Source: an optimization exercise on an open RTL-to-GDS flow (aim: small area). Production flows keep margins and buffers that such runs may drop.
Where RTL was checked, it was by simulation tests only, not by an equivalence proof against the original.

==> inputs of 10-28 <==
==> flow/design.v (excerpt) <==
module dmr_framer (
    input  wire         clk,
    input  wire         rst,            
    input  wire         in_valid,
    input  wire [1:0]   in_dibit,
    input  wire [4:0]   search_thr,     
    input  wire [4:0]   sync_thr,       
    output wire         pll_valid,
    output wire [15:0]  pll_offset,     
    output reg          loss_valid,
    output wire [13:0]  loss_bits,
    output reg          burst_valid,
    output wire [287:0] burst_bits,
    output wire [4:0]   burst_sync,
    output reg  [1:0]   burst_lock,
    output wire [7:0]   burst_errors
);
==> flow/config.mk <==
export PLATFORM = sky130hd
export DESIGN_NAME = dmr_framer
export DESIGN_NICKNAME = dmr_framer
export VERILOG_FILES = /design/flow/design.v
export SDC_FILE = /design/flow/constraint.sdc
export NUM_CORES = 4
export LEC_CHECK = 0
export CAP_MARGIN = 20
export CORE_MARGIN = 2
export CORE_UTILIZATION = 40
export CTS_BUF_LIST = sky130_fd_sc_hd__clkbuf_8
export CTS_CLUSTER_DIAMETER = 50
export CTS_CLUSTER_SIZE = 16
export SLEW_MARGIN = 20
export SYNTH_HIERARCHICAL = 1
export SYNTH_MINIMUM_KEEP_SIZE = 0
==> flow/constraint.sdc <==
create_clock -name core_clock -period 12.0 [get_ports {clk}]
set_input_delay 2.4000 -clock core_clock [delete_from_list [all_inputs] [get_ports {clk}]]
set_output_delay 2.4000 -clock core_clock [all_outputs]
set_load 0.01 [all_outputs]
standard.sh (not shown) runs the stock make flow with config.mk's settings and CLKGATE_MAP_FILE= SYNTH_SCRIPT=/design/flow/synth_recipe.tcl, a recipe that flattens the netlist after the stock synthesis.
==> flow/flow/run.sh <==
#!/bin/bash
# The standard layout, with the port buffers made from the smallest buffer cell.
set -euo pipefail
bash standard.sh BUFFER_PORTS_ARGS="-buffer_cell sky130_fd_sc_hd__buf_1" finish > make_finish.log 2>&1
==> 05-08: changes against 10-28 <==
--- a/flow/config.mk
+++ b/flow/config.mk
@@ -8,5 +8,5 @@
 export CAP_MARGIN = 20
 export CORE_MARGIN = 2
-export CORE_UTILIZATION = 40
+export CORE_UTILIZATION = 65
 export CTS_BUF_LIST = sky130_fd_sc_hd__clkbuf_8
 export CTS_CLUSTER_DIAMETER = 50
==> notes <==
- Sequential cell count is the same in 10-28 and 05-08.
- Synthesized cell count is the same in 05-08 and 10-28.
- Of 10-28 and 05-08, 10-28 has the higher cell area (gap 1.9%, measured against 05-08).
- In 05-08 the hold slack is better than in 10-28, by 0.0011 ns.
- Via count: 05-08 is larger than 10-28 (about 2.2%).
- Non-clock buffer count: 05-08 is lower than 10-28 (1).
==> figures <==
	10-28	05-08
Run status	complete, no violations	complete, no violations
Crit path setup slack, layout	1.082 ns	0.9651 ns
Fraction of the core area covered by cells at the end of the flow	45.88%	72.66%
Routed length on met3	4364 um	5155 um
FF-to-FF path depth	35	36
Clock period minus worst slack	10.92 ns	11.03 ns
Fin area	25380 um^2	24910 um^2
Number of cells after detailed placement	2809	2514
Std cell rows	86	68
Critical path data required time	12.38 ns	12.43 ns
Placeable Area	55310 um^2	34290 um^2
Num tapcells	748	455
Vias post-DR	15970	16320
Via-to-Cell Ratio	5.518	6.324
Horizontal die dimension	241.2 um	190.1 um
Met1 Track Usage GR	27.78%	42.46%
No functional check of the RTL was part of any run of this note.

* * *

==> inputs of willow <==
==> flow/design.v <==
module dmr_framer (
    input  wire         clk,
    input  wire         rst,            
    input  wire         in_valid,
    input  wire [1:0]   in_dibit,
    input  wire [4:0]   search_thr,     
    input  wire [4:0]   sync_thr,       
    output wire         pll_valid,
    output wire [15:0]  pll_offset,     
    output reg          loss_valid,
    output wire [13:0]  loss_bits,
    output reg          burst_valid,
    output wire [287:0] burst_bits,
    output wire [4:0]   burst_sync,
    output reg  [1:0]   burst_lock,
    output wire [7:0]   burst_errors
);
    localparam [4:0] P_UNKNOWN = 5'd20;
    function [23:0] phi(input integer id);
        case (id)
            0: phi = 24'hbc64b2;
            1: phi = 24'h439b4d;
            2: phi = 24'h89d791;
            3: phi = 24'h76286e;
            4: phi = 24'hde8ae0;
            5: phi = 24'h9073dc;
            6: phi = 24'h21751f;
            7: phi = 24'h6f8c23;
            8: phi = 24'h5836e5;
            default: phi = 24'ha7c91a;
        endcase
    endfunction
    function integer rep(input integer k);
        case (k) 0: rep = 0; 1: rep = 2; 2: rep = 4; 3: rep = 5; default: rep = 8; endcase
    endfunction
    function integer mate(input integer k);
        case (k) 0: mate = 1; 1: mate = 3; 2: mate = 6; 3: mate = 7; default: mate = 9; endcase
    endfunction
    function [4:0] pc24(input [23:0] v);
        integer k;
        begin
            pc24 = 5'd0;
            for (k = 0; k < 24; k = k + 1) pc24 = pc24 + {4'd0, v[k]};
        end
    endfunction
    function [3:0] pc12sel(input [23:0] v, input [23:0] m);
        integer k;
        begin
            pc12sel = 4'd0;
            for (k = 0; k < 24; k = k + 1)
                if (m[k]) pc12sel = pc12sel + {3'd0, v[k]};
        end
    endfunction
    function [4:0] next_voice(input [4:0] p);
        if (p == 5'd1)
            next_voice = 5'd10;
        else if (p >= 5'd10 && p < 5'd14)
            next_voice = p + 5'd1;
        else if (p == 5'd3 || p == 5'd6 || p == 5'd7)
            next_voice = 5'd15;
        else if (p >= 5'd15 && p < 5'd19)
            next_voice = p + 5'd1;
        else
            next_voice = P_UNKNOWN;
    endfunction
    reg [287:0] mb;         
    reg [12:0]  q;          
    reg         z;          
    reg         synced;
    reg [4:0]   trc;        
    reg [4:0]   tro;        
    reg         fb;         
    reg [4:0]   err;
    wire [47:0] W = mb[153:106];
    reg  [23:0] h, l;
    integer k;
    always @* begin
        for (k = 0; k < 24; k = k + 1) begin
            h[k] = W[2*k+1];
            l[k] = W[2*k];
        end
    end
    wire [4:0] pc_l = pc24(l);
    wire [4:0] pc_h = pc24(h);
    wire signed [7:0] G  = 8'sd36 - $signed({3'd0, pc_l}) + $signed({3'd0, pc_h});
    wire signed [7:0] G2 = 8'sd36 - $signed({3'd0, pc_l}) - $signed({3'd0, pc_h});
    wire [4:0] thr = synced ? sync_thr : search_thr;
    wire signed [7:0] U  = G - $signed({3'd0, thr});     
    wire signed [7:0] Vv = $signed({3'd0, thr}) - G2;    
    reg  [3:0] A [0:4];
    reg  [9:0] n;           
    integer p;
    always @* begin
        for (p = 0; p < 5; p = p + 1) begin
            A[p] = pc12sel(h, phi(rep(p)));
            n[rep(p)]  = $signed({3'd0, A[p], 1'b0}) >= U;
            n[mate(p)] = $signed({3'd0, A[p], 1'b0}) <= Vv;
        end
    end
    wire h1 = &h, h0 = ~|h, l1 = &l, l0 = ~|l;
    wire [23:0] V = (h1 | h0) ? l : h;
    reg  [9:0] eq;
    integer e;
    always @* for (e = 0; e < 10; e = e + 1) eq[e] = (V == phi(e));
    reg  [9:0] rm;          
    reg  [9:0] x;           
    always @* begin
        for (p = 0; p < 5; p = p + 1) begin
            rm[rep(p)]  = ((h1 | l0) & eq[mate(p)]) | (h0 & eq[rep(p)]);
            rm[mate(p)] = ((h1 | l0) & eq[rep(p)])  | (h0 & eq[mate(p)]);
        end
        x = l1 ? eq : 10'd0;
    end
    wire [1:0] rl = h1 ? 2'd1 : h0 ? 2'd2 : 2'd3;
    wire [9:0] hits = n | (synced ? 10'd0 : rm);
    reg  [9:0] first;
    reg        seen;
    always @* begin
        seen = 1'b0;
        for (e = 0; e < 10; e = e + 1) begin
            first[e] = hits[e] & ~seen;
            seen = seen | hits[e];
        end
    end
    wire       xany = synced & (|x);
    wire [9:0] win  = xany ? x : first;
    wire       hit  = |hits;
    reg  [4:0] wid;
    reg  [3:0] wA;
    reg        wrep;
    always @* begin
        wid = 5'd0; wA = 4'd0; wrep = 1'b0;
        for (p = 0; p < 5; p = p + 1) begin
            if (win[rep(p)])  begin wid = wid | rep(p);  wA = wA | A[p]; wrep = 1'b1; end
            if (win[mate(p)]) begin wid = wid | mate(p); wA = wA | A[p]; end
        end
    end
    wire       wn   = |(win & n);
    wire [4:0] wdist = wrep ? (G[4:0] - {wA, 1'b0}) : (G2[4:0] + {wA, 1'b0});
    wire [1:0] wlock = wn ? 2'd0 : rl;
    wire [12:0] qe   = z ? 13'h1F70 : q;      
    wire [12:0] q1   = qe + 13'd1;
    wire        bnd  = synced & (q1 == 13'd0);
    wire        fire = ~synced & hit;
    wire [4:0]  nv   = next_voice(trc);
    wire        bnd_burst = hit | (nv != P_UNKNOWN) | (tro != P_UNKNOWN);
    wire [4:0]  bnd_val = hit ? wid : nv;
    wire        burst_now = fire | (bnd & bnd_burst);
    wire        fire_loss = fire & (q1 != 13'd0) & ~(&q1[12:8]);
    wire        thr_loss  = ~synced & ~hit & (q1 == 13'd4801);
    wire        rot  = in_valid & fire & (wlock != 2'd0);
    wire        swp  = rot & (wlock[0] ^ wlock[1]);
    wire        ih   = rot & wlock[0];
    wire        il   = rot & wlock[1];
    wire        gh1  = ~rst & ~ih, gh0 = ~rst & ih;
    wire        gl1  = ~rst & ~il, gl0 = ~rst & il;
    wire [287:0] put = {mb[285:0], in_dibit};
    reg  [287:0] mb_d;
    integer j;
    always @* begin
        for (j = 0; j < 144; j = j + 1) begin
            mb_d[2*j+1] = (swp ? put[2*j]   : put[2*j+1]) ? gh1 : gh0;
            mb_d[2*j]   = (swp ? put[2*j+1] : put[2*j])   ? gl1 : gl0;
        end
    end
    always @(posedge clk) begin
        if (rst | in_valid) mb <= mb_d;
    end
    always @(posedge clk) begin
        err <= wn ? wdist : 5'd0;
        burst_lock <= fire ? wlock : 2'd0;
        if (rst) begin
            z           <= 1'b1;
            synced      <= 1'b0;
            trc         <= P_UNKNOWN;
            tro         <= P_UNKNOWN;
            burst_valid <= 1'b0;
            loss_valid  <= 1'b0;
        end else begin
            burst_valid <= in_valid & burst_now;
            loss_valid  <= in_valid & (fire_loss | thr_loss);
            if (in_valid) begin
                q <= thr_loss ? 13'd1 : q1;
                z <= burst_now;
                fb <= fire;
                if (fire) begin
                    trc    <= wid;
                    synced <= 1'b1;
                end else if (bnd) begin
                    trc <= tro;
                    tro <= bnd_val;
                    if (!bnd_burst) synced <= 1'b0;
                end
            end
        end
    end
    assign burst_bits   = mb;
    assign burst_sync   = fb ? trc : tro;
    assign burst_errors = {3'd0, err};
    assign pll_valid    = burst_valid & (burst_lock != 2'd0);
    assign pll_offset   = (burst_lock == 2'd1) ? 16'hFB50 :
                          (burst_lock == 2'd2) ? 16'h04B0 : 16'h0960;
    assign loss_bits    = {burst_valid ? q : 13'd4800, 1'b0};
endmodule
==> flow/run.sh <==
#!/bin/bash
# synth_recipe.tcl (not shown) runs the flow's synth.tcl, then flattens the netlist and writes it again
# the make line also repeats each setting of config.mk as NAME=value (left out here)
make -C /OpenROAD-flow-scripts/flow DESIGN_CONFIG=/design/flow/config.mk WORK_HOME=/design/flow/orfs CLKGATE_MAP_FILE= SYNTH_SCRIPT=/design/flow/synth_recipe.tcl finish
==> flow/config.mk <==
export PLATFORM = sky130hd
export DESIGN_NAME = dmr_framer
export DESIGN_NICKNAME = dmr_framer
export VERILOG_FILES = /design/flow/design.v
export SDC_FILE = /design/flow/constraint.sdc
export NUM_CORES = 4
export LEC_CHECK = 0
export CAP_MARGIN = 20
export CORE_MARGIN = 2
export CORE_UTILIZATION = 40
export SLEW_MARGIN = 20
==> flow/constraint.sdc <==
create_clock -name core_clock -period 12.0 [get_ports {clk}]
set_input_delay 2.4000 -clock core_clock [delete_from_list [all_inputs] [get_ports {clk}]]
set_output_delay 2.4000 -clock core_clock [all_outputs]
set_load 0.01 [all_outputs]
==> ember: changes against willow <==
==> flow/flow/run.sh (new file) <==
#!/bin/bash
# The standard layout, with the port buffers made from the smallest buffer cell.
set -euo pipefail
bash standard.sh BUFFER_PORTS_ARGS="-buffer_cell sky130_fd_sc_hd__buf_1" finish > make_finish.log 2>&1
==> flow/standard.sh (new file) <==
#!/bin/bash
# synth_recipe.tcl (not shown) runs the flow's synth.tcl, then flattens the netlist and writes it again
# the make line also repeats each setting of config.mk as NAME=value (left out here)
make -C /OpenROAD-flow-scripts/flow DESIGN_CONFIG=/design/flow/config.mk WORK_HOME=/design/flow/orfs CLKGATE_MAP_FILE= SYNTH_SCRIPT=/design/flow/synth_recipe.tcl "${@:-finish}"
Settings changed: CTS_BUF_LIST from default to sky130_fd_sc_hd__clkbuf_4.
removed: flow/run.sh
==> quartz: changes against willow <==
Settings changed: CTS_BUF_LIST from default to sky130_fd_sc_hd__clkbuf_4.
==> results.sh <==
export IMPL_antenna_found_initial=3
export IMPL_placed_cells=3302
export IMPL_cts_buffers=89
export IMPL_root_buffer="clkbuf_4"
export IMPL_fin_crit_sh_pct=93.3
export IMPL_buffers=385
export IMPL_stdcell_count=3457
export IMPL_n_antenna_cell=2
export IMPL_hold_end="tro[0]"
export IMPL_grt_pass1_vias=19400
export IMPL_final_area_um2=30200
export IMPL_status="no timing/DRC/antenna violations"
(the above is from quartz)
==> results.sh <==
export IMPL_stdcell_count=3374
export IMPL_fin_setup_tns_ns=0
export IMPL_hold_end="tro[3]"
export IMPL_status="no timing/DRC/antenna violations"
export IMPL_grt_pass1_vias=18900
export IMPL_final_area_um2=30400
export IMPL_buffers=385
export IMPL_placed_cells=3302
export IMPL_cts_buffers=40
export IMPL_root_buffer="clkbuf_16"
export IMPL_avgSynthCellArea_um2=11.3
export IMPL_synth_largest_area_cell="edfxtp_1"
export IMPL_fin_crit_sh_pct=92.9
(the above is from willow)
==> results.sh <==
export IMPL_status="no timing/DRC/antenna violations"
export IMPL_hold_end="tro[1]"
export IMPL_root_buffer="clkbuf_4"
export IMPL_placed_cells=3305
export IMPL_n_antenna_cell=3
export IMPL_fin_crit_sh_pct=93.4
export IMPL_antenna_found_initial=2
export IMPL_final_area_um2=28200
export IMPL_stdcell_count=3468
export IMPL_cts_buffers=95
(the above is from ember)
Function was not checked in any run of this note: the RTL went through the layout flow alone.

* * *

==> inputs of trial 51 <==
Another version of the RTL of dmr_framer (not shown whole).
Settings: LEC_CHECK=0, CAP_MARGIN=20, CORE_MARGIN=2, CORE_UTILIZATION=45, CTS_BUF_LIST=sky130_fd_sc_hd__clkbuf_8, CTS_CLUSTER_DIAMETER=50, CTS_CLUSTER_SIZE=16, SLEW_MARGIN=20, SYNTH_HIERARCHICAL=1, SYNTH_MINIMUM_KEEP_SIZE=0; clock period 12.0 ns.
==> flow/flow/run.sh <==
#!/bin/bash
# The standard layout, with the port buffers made from the smallest buffer cell.
set -euo pipefail
bash standard.sh BUFFER_PORTS_ARGS="-buffer_cell sky130_fd_sc_hd__buf_1" finish > make_finish.log 2>&1
==> trial 75 (differences from trial 51) <==
--- a/flow/design.v
+++ b/flow/design.v
@@ -374,38 +374,51 @@
                       ({4{win[4] | win[6]}} & A2) |
                       ({4{win[5] | win[7]}} & A3) |
                       ({4{win[9] | win[8]}} & A4);
     wire       wbase = win[0] | win[2] | win[4] | win[5] | win[9];
     wire       wn    = |(win & n);
-    wire Y_1 = ~pc_h[0];
-    wire Y_2, Y_3;
-    dmr_fa u_Y_2 (.a(pc_h[1]), .b(~wA[0]), .c(pc_h[0]), .s(Y_2), .co(Y_3));
-    wire Y_4, Y_5;
-    dmr_fa u_Y_4 (.a(pc_h[2]), .b(~wA[1]), .c(Y_3), .s(Y_4), .co(Y_5));
-    wire Y_6, Y_7;
-    dmr_fa u_Y_6 (.a(pc_h[3]), .b(~wA[2]), .c(Y_5), .s(Y_6), .co(Y_7));
-    wire Y_8 = pc_h[4] ^ ~wA[3] ^ Y_7;
-    wire [4:0] Y = {Y_8, Y_6, Y_4, Y_2, Y_1};
-    wire wdist_1 = ~(~pc_l[0] ^ Y[0] ^ ~wbase);
-    wire wdist_2 = ~pc_l[0] | Y[0] ^ ~wbase;
+    wire Pb_1 = ~(~pc_l[0] ^ pc_h[0]);
+    wire Pb_2 = ~pc_l[0] | pc_h[0];
+    wire Pb_3, Pb_4;
+    dmr_fa u_Pb_3 (.a(~pc_l[1]), .b(pc_h[1]), .c(Pb_2), .s(Pb_3), .co(Pb_4));
+    wire Pb_5 = ~(~pc_l[2] ^ pc_h[2]);
+    wire Pb_6 = ~pc_l[2] | pc_h[2];
+    wire Pb_7, Pb_8;
+    dmr_ha u_Pb_7 (.a(Pb_4), .b(Pb_5), .s(Pb_7), .co(Pb_8));
+    wire Pb_9, Pb_10;
+    dmr_fa u_Pb_9 (.a(~pc_l[3]), .b(pc_h[3]), .c(Pb_6), .s(Pb_9), .co(Pb_10));
+    wire Pb_11, Pb_12;
+    dmr_ha u_Pb_11 (.a(Pb_8), .b(Pb_9), .s(Pb_11), .co(Pb_12));
+    wire Pb_13 = ~pc_l[4] ^ pc_h[4] ^ Pb_10;
+    wire Pb_14 = Pb_12 ^ Pb_13;
+    wire [4:0] Pb = {Pb_14, Pb_11, Pb_7, Pb_3, Pb_1};
+    wire Po_1, Po_2;
+    dmr_ha u_Po_1 (.a(~pc_l[0]), .b(~pc_h[0]), .s(Po_1), .co(Po_2));
+    wire Po_3 = ~(~pc_l[1] ^ ~pc_h[1]);
+    wire Po_4 = ~pc_l[1] | ~pc_h[1];
+    wire Po_5, Po_6;
+    dmr_ha u_Po_5 (.a(Po_2), .b(Po_3), .s(Po_5), .co(Po_6));
+    wire Po_7 = ~(~pc_l[2] ^ ~pc_h[2]);
+    wire Po_8 = ~pc_l[2] | ~pc_h[2];
+    wire Po_9, Po_10;
+    dmr_fa u_Po_9 (.a(Po_4), .b(Po_6), .c(Po_7), .s(Po_9), .co(Po_10));
+    wire Po_11, Po_12;
+    dmr_fa u_Po_11 (.a(~pc_l[3]), .b(~pc_h[3]), .c(Po_8), .s(Po_11), .co(Po_12));
+    wire Po_13, Po_14;
+    dmr_ha u_Po_13 (.a(Po_10), .b(Po_11), .s(Po_13), .co(Po_14));
+    wire Po_15 = ~pc_l[4] ^ ~pc_h[4] ^ Po_12;
+    wire Po_16 = Po_14 ^ Po_15;
+    wire [4:0] Po = {Po_16, Po_13, Po_9, Po_5, Po_1};
+    wire [4:0] Gs = wbase ? Pb : Po;
+    wire wdist_1, wdist_2;
+    dmr_fa u_wdist_1 (.a(Gs[1]), .b(wA[0] ^ wbase), .c(wbase), .s(wdist_1), .co(wdist_2));
     wire wdist_3, wdist_4;
-    dmr_ha u_wdist_3 (.a(wbase), .b(wdist_1), .s(wdist_3), .co(wdist_4));
+    dmr_fa u_wdist_3 (.a(Gs[2]), .b(wA[1] ^ wbase), .c(wdist_2), .s(wdist_3), .co(wdist_4));
     wire wdist_5, wdist_6;
-    dmr_fa u_wdist_5 (.a(~pc_l[1]), .b(Y[1] ^ ~wbase), .c(wdist_2), .s(wdist_5), .co(wdist_6));
-    wire wdist_7, wdist_8;
-    dmr_ha u_wdist_7 (.a(wdist_4), .b(wdist_5), .s(wdist_7), .co(wdist_8));
-    wire wdist_9 = ~(~pc_l[2] ^ Y[2] ^ ~wbase);
-    wire wdist_10 = ~pc_l[2] | Y[2] ^ ~wbase;
-    wire wdist_11, wdist_12;
-    dmr_fa u_wdist_11 (.a(wdist_6), .b(wdist_8), .c(wdist_9), .s(wdist_11), .co(wdist_12));
-    wire wdist_13, wdist_14;
-    dmr_fa u_wdist_13 (.a(~pc_l[3]), .b(Y[3] ^ ~wbase), .c(wdist_10), .s(wdist_13), .co(wdist_14));
-    wire wdist_15, wdist_16;
-    dmr_ha u_wdist_15 (.a(wdist_12), .b(wdist_13), .s(wdist_15), .co(wdist_16));
-    wire wdist_17 = ~pc_l[4] ^ Y[4] ^ ~wbase ^ wdist_14;
-    wire wdist_18 = wdist_16 ^ wdist_17;
-    wire [4:0] wdist = {wdist_18, wdist_15, wdist_11, wdist_7, wdist_3};
+    dmr_fa u_wdist_5 (.a(Gs[3]), .b(wA[2] ^ wbase), .c(wdist_4), .s(wdist_5), .co(wdist_6));
+    wire wdist_7 = Gs[4] ^ wA[3] ^ wbase ^ wdist_6;
+    wire [4:0] wdist = {wdist_7, wdist_5, wdist_3, wdist_1, Gs[0]};
     wire [1:0] wlock = wn ? 2'd0 : rl;
     wire        hit  = r_hit;
     wire [12:0] qe   = z ? 13'h1F70 : q;      
     wire q1_1 = ~qe[0];
     wire q1_2, q1_3;
==> flow/flow/run.sh (replaced) <==
#!/bin/bash
# The standard layout (the standard.sh, standard synthesis included) with
# two changes: the port buffers are made from the smallest buffer cell, and
# clock tree synthesis adds no dummy loads. make's output goes to
# make_finish.log here; ORFS writes each step's log under orfs/logs/.
set -euo pipefail
bash standard.sh \
  BUFFER_PORTS_ARGS="-buffer_cell sky130_fd_sc_hd__buf_1" \
  CTS_ARGS="-sink_clustering_enable -repair_clock_nets -buf_list sky130_fd_sc_hd__clkbuf_8 -sink_clustering_size 16 -sink_clustering_max_diameter 50 -dont_use_dummy_load" \
  finish > make_finish.log 2>&1
==> build 60 (differences from trial 51) <==
--- a/flow/design.v
+++ b/flow/design.v
@@ -374,38 +374,51 @@
                       ({4{win[4] | win[6]}} & A2) |
                       ({4{win[5] | win[7]}} & A3) |
                       ({4{win[9] | win[8]}} & A4);
     wire       wbase = win[0] | win[2] | win[4] | win[5] | win[9];
     wire       wn    = |(win & n);
-    wire Y_1 = ~pc_h[0];
-    wire Y_2, Y_3;
-    dmr_fa u_Y_2 (.a(pc_h[1]), .b(~wA[0]), .c(pc_h[0]), .s(Y_2), .co(Y_3));
-    wire Y_4, Y_5;
-    dmr_fa u_Y_4 (.a(pc_h[2]), .b(~wA[1]), .c(Y_3), .s(Y_4), .co(Y_5));
-    wire Y_6, Y_7;
-    dmr_fa u_Y_6 (.a(pc_h[3]), .b(~wA[2]), .c(Y_5), .s(Y_6), .co(Y_7));
-    wire Y_8 = pc_h[4] ^ ~wA[3] ^ Y_7;
-    wire [4:0] Y = {Y_8, Y_6, Y_4, Y_2, Y_1};
-    wire wdist_1 = ~(~pc_l[0] ^ Y[0] ^ ~wbase);
-    wire wdist_2 = ~pc_l[0] | Y[0] ^ ~wbase;
+    wire Pb_1 = ~(~pc_l[0] ^ pc_h[0]);
+    wire Pb_2 = ~pc_l[0] | pc_h[0];
+    wire Pb_3, Pb_4;
+    dmr_fa u_Pb_3 (.a(~pc_l[1]), .b(pc_h[1]), .c(Pb_2), .s(Pb_3), .co(Pb_4));
+    wire Pb_5 = ~(~pc_l[2] ^ pc_h[2]);
+    wire Pb_6 = ~pc_l[2] | pc_h[2];
+    wire Pb_7, Pb_8;
+    dmr_ha u_Pb_7 (.a(Pb_4), .b(Pb_5), .s(Pb_7), .co(Pb_8));
+    wire Pb_9, Pb_10;
+    dmr_fa u_Pb_9 (.a(~pc_l[3]), .b(pc_h[3]), .c(Pb_6), .s(Pb_9), .co(Pb_10));
+    wire Pb_11, Pb_12;
+    dmr_ha u_Pb_11 (.a(Pb_8), .b(Pb_9), .s(Pb_11), .co(Pb_12));
+    wire Pb_13 = ~pc_l[4] ^ pc_h[4] ^ Pb_10;
+    wire Pb_14 = Pb_12 ^ Pb_13;
+    wire [4:0] Pb = {Pb_14, Pb_11, Pb_7, Pb_3, Pb_1};
+    wire Po_1, Po_2;
+    dmr_ha u_Po_1 (.a(~pc_l[0]), .b(~pc_h[0]), .s(Po_1), .co(Po_2));
+    wire Po_3 = ~(~pc_l[1] ^ ~pc_h[1]);
+    wire Po_4 = ~pc_l[1] | ~pc_h[1];
+    wire Po_5, Po_6;
+    dmr_ha u_Po_5 (.a(Po_2), .b(Po_3), .s(Po_5), .co(Po_6));
+    wire Po_7 = ~(~pc_l[2] ^ ~pc_h[2]);
+    wire Po_8 = ~pc_l[2] | ~pc_h[2];
+    wire Po_9, Po_10;
+    dmr_fa u_Po_9 (.a(Po_4), .b(Po_6), .c(Po_7), .s(Po_9), .co(Po_10));
+    wire Po_11, Po_12;
+    dmr_fa u_Po_11 (.a(~pc_l[3]), .b(~pc_h[3]), .c(Po_8), .s(Po_11), .co(Po_12));
+    wire Po_13, Po_14;
+    dmr_ha u_Po_13 (.a(Po_10), .b(Po_11), .s(Po_13), .co(Po_14));
+    wire Po_15 = ~pc_l[4] ^ ~pc_h[4] ^ Po_12;
+    wire Po_16 = Po_14 ^ Po_15;
+    wire [4:0] Po = {Po_16, Po_13, Po_9, Po_5, Po_1};
+    wire [4:0] Gs = wbase ? Pb : Po;
+    wire wdist_1, wdist_2;
+    dmr_fa u_wdist_1 (.a(Gs[1]), .b(wA[0] ^ wbase), .c(wbase), .s(wdist_1), .co(wdist_2));
     wire wdist_3, wdist_4;
-    dmr_ha u_wdist_3 (.a(wbase), .b(wdist_1), .s(wdist_3), .co(wdist_4));
+    dmr_fa u_wdist_3 (.a(Gs[2]), .b(wA[1] ^ wbase), .c(wdist_2), .s(wdist_3), .co(wdist_4));
     wire wdist_5, wdist_6;
-    dmr_fa u_wdist_5 (.a(~pc_l[1]), .b(Y[1] ^ ~wbase), .c(wdist_2), .s(wdist_5), .co(wdist_6));
-    wire wdist_7, wdist_8;
-    dmr_ha u_wdist_7 (.a(wdist_4), .b(wdist_5), .s(wdist_7), .co(wdist_8));
-    wire wdist_9 = ~(~pc_l[2] ^ Y[2] ^ ~wbase);
-    wire wdist_10 = ~pc_l[2] | Y[2] ^ ~wbase;
-    wire wdist_11, wdist_12;
-    dmr_fa u_wdist_11 (.a(wdist_6), .b(wdist_8), .c(wdist_9), .s(wdist_11), .co(wdist_12));
-    wire wdist_13, wdist_14;
-    dmr_fa u_wdist_13 (.a(~pc_l[3]), .b(Y[3] ^ ~wbase), .c(wdist_10), .s(wdist_13), .co(wdist_14));
-    wire wdist_15, wdist_16;
-    dmr_ha u_wdist_15 (.a(wdist_12), .b(wdist_13), .s(wdist_15), .co(wdist_16));
-    wire wdist_17 = ~pc_l[4] ^ Y[4] ^ ~wbase ^ wdist_14;
-    wire wdist_18 = wdist_16 ^ wdist_17;
-    wire [4:0] wdist = {wdist_18, wdist_15, wdist_11, wdist_7, wdist_3};
+    dmr_fa u_wdist_5 (.a(Gs[3]), .b(wA[2] ^ wbase), .c(wdist_4), .s(wdist_5), .co(wdist_6));
+    wire wdist_7 = Gs[4] ^ wA[3] ^ wbase ^ wdist_6;
+    wire [4:0] wdist = {wdist_7, wdist_5, wdist_3, wdist_1, Gs[0]};
     wire [1:0] wlock = wn ? 2'd0 : rl;
     wire        hit  = r_hit;
     wire [12:0] qe   = z ? 13'h1F70 : q;      
     wire q1_1 = ~qe[0];
     wire q1_2, q1_3;
==> flow/flow/run.sh (replaced) <==
#!/bin/bash
# The standard layout (the standard.sh, standard synthesis included) with
# two changes: the port buffers are made from the smallest buffer cell, and
# clock tree synthesis adds no dummy loads. make's output goes to
# make_finish.log here; ORFS writes each step's log under orfs/logs/.
set -euo pipefail
bash standard.sh \
  BUFFER_PORTS_ARGS="-buffer_cell sky130_fd_sc_hd__buf_1" \
  CTS_ARGS="-sink_clustering_enable -repair_clock_nets -buf_list sky130_fd_sc_hd__clkbuf_8 -sink_clustering_size 22 -sink_clustering_max_diameter 60 -dont_use_dummy_load" \
  finish > make_finish.log 2>&1
Settings changed: CORE_UTILIZATION 45 to 55, CTS_CLUSTER_DIAMETER 50 to 60, CTS_CLUSTER_SIZE 16 to 22.
==> notes.md <==
- Via count: build 60 < trial 51 < trial 75.
- Critical path depth is the same in build 60 and trial 75.
- The highest die area belongs to trial 51, the lowest to build 60.
==> figures <==
item	trial 51	build 60	trial 75
Run status	no timing/DRC/antenna violations	no timing/DRC/antenna violations	no timing/DRC/antenna violations
Footprint of the flip-flops and latches	0.00683 mm²	0.00682 mm²	0.00682 mm²
Vias in the first global route	18300	17900	18000
Post-DP HPWL	44400 µm	40700 µm	45000 µm
Setup slack on the worst flop-to-flop path	0.50 ns	1.03 ns	0.93 ns
Pin count of the biggest net entering global routing	237	238	107
Placed standard-cell area	0.0219 mm²	0.0216 mm²	0.0218 mm²
Met3 track utilization from global routing	5.96%	6.89%	7.50%
Delay of the slowest cell on the worst path	0.66 ns	0.62 ns	0.59 ns

-- static timing again, ports no longer ideal --
No port has a modelled driver above. Below, the same layouts with a new extraction and two added sets of constraints.
Step 1, drivers: a clkbuf_16 drives clk and a buf_2 each remaining input, both assumed.
Step 2 adds t to the input delays and takes it off the output delays; t is the mean of the earliest and latest rising clock arrival at the registers after step 1. Input paths then give back, and output paths get back, about the clock's delay inside the block.
Slacks: ideal / step 1 / step 2; pairs: ideal / step 1.
run	t (ns)	setup WS [ns]	worst hold slack (ns)	worst data-port slew with drivers (ns)	pins driven straight from the clock port
10-28	0.689	1.082 / 1.082 / 1.082	0.341 / 0.341 / 0.341	0.06	1
05-08	0.641	0.965 / 0.965 / 0.965	0.343 / 0.343 / 0.343	0.03	1
willow	0.619	0.847 / 0.847 / 0.847	0.491 / 0.491 / 0.491	0.07	1
ember	0.894	0.790 / 0.790 / 0.790	0.491 / 0.491 / 0.491	0.06	1
quartz	0.883	0.808 / 0.808 / 0.808	0.495 / 0.495 / 0.495	0.07	1
trial 51	0.657	0.500 / 0.500 / 0.500	0.506 / 0.506 / 0.506	0.03	1
trial 75	0.652	0.934 / 0.934 / 0.934	0.488 / 0.488 / 0.488	0.04	1
build 60	0.650	1.033 / 1.033 / 1.033	0.504 / 0.504 / 0.504	0.03	1
After both steps setup and hold are still met in every run listed.
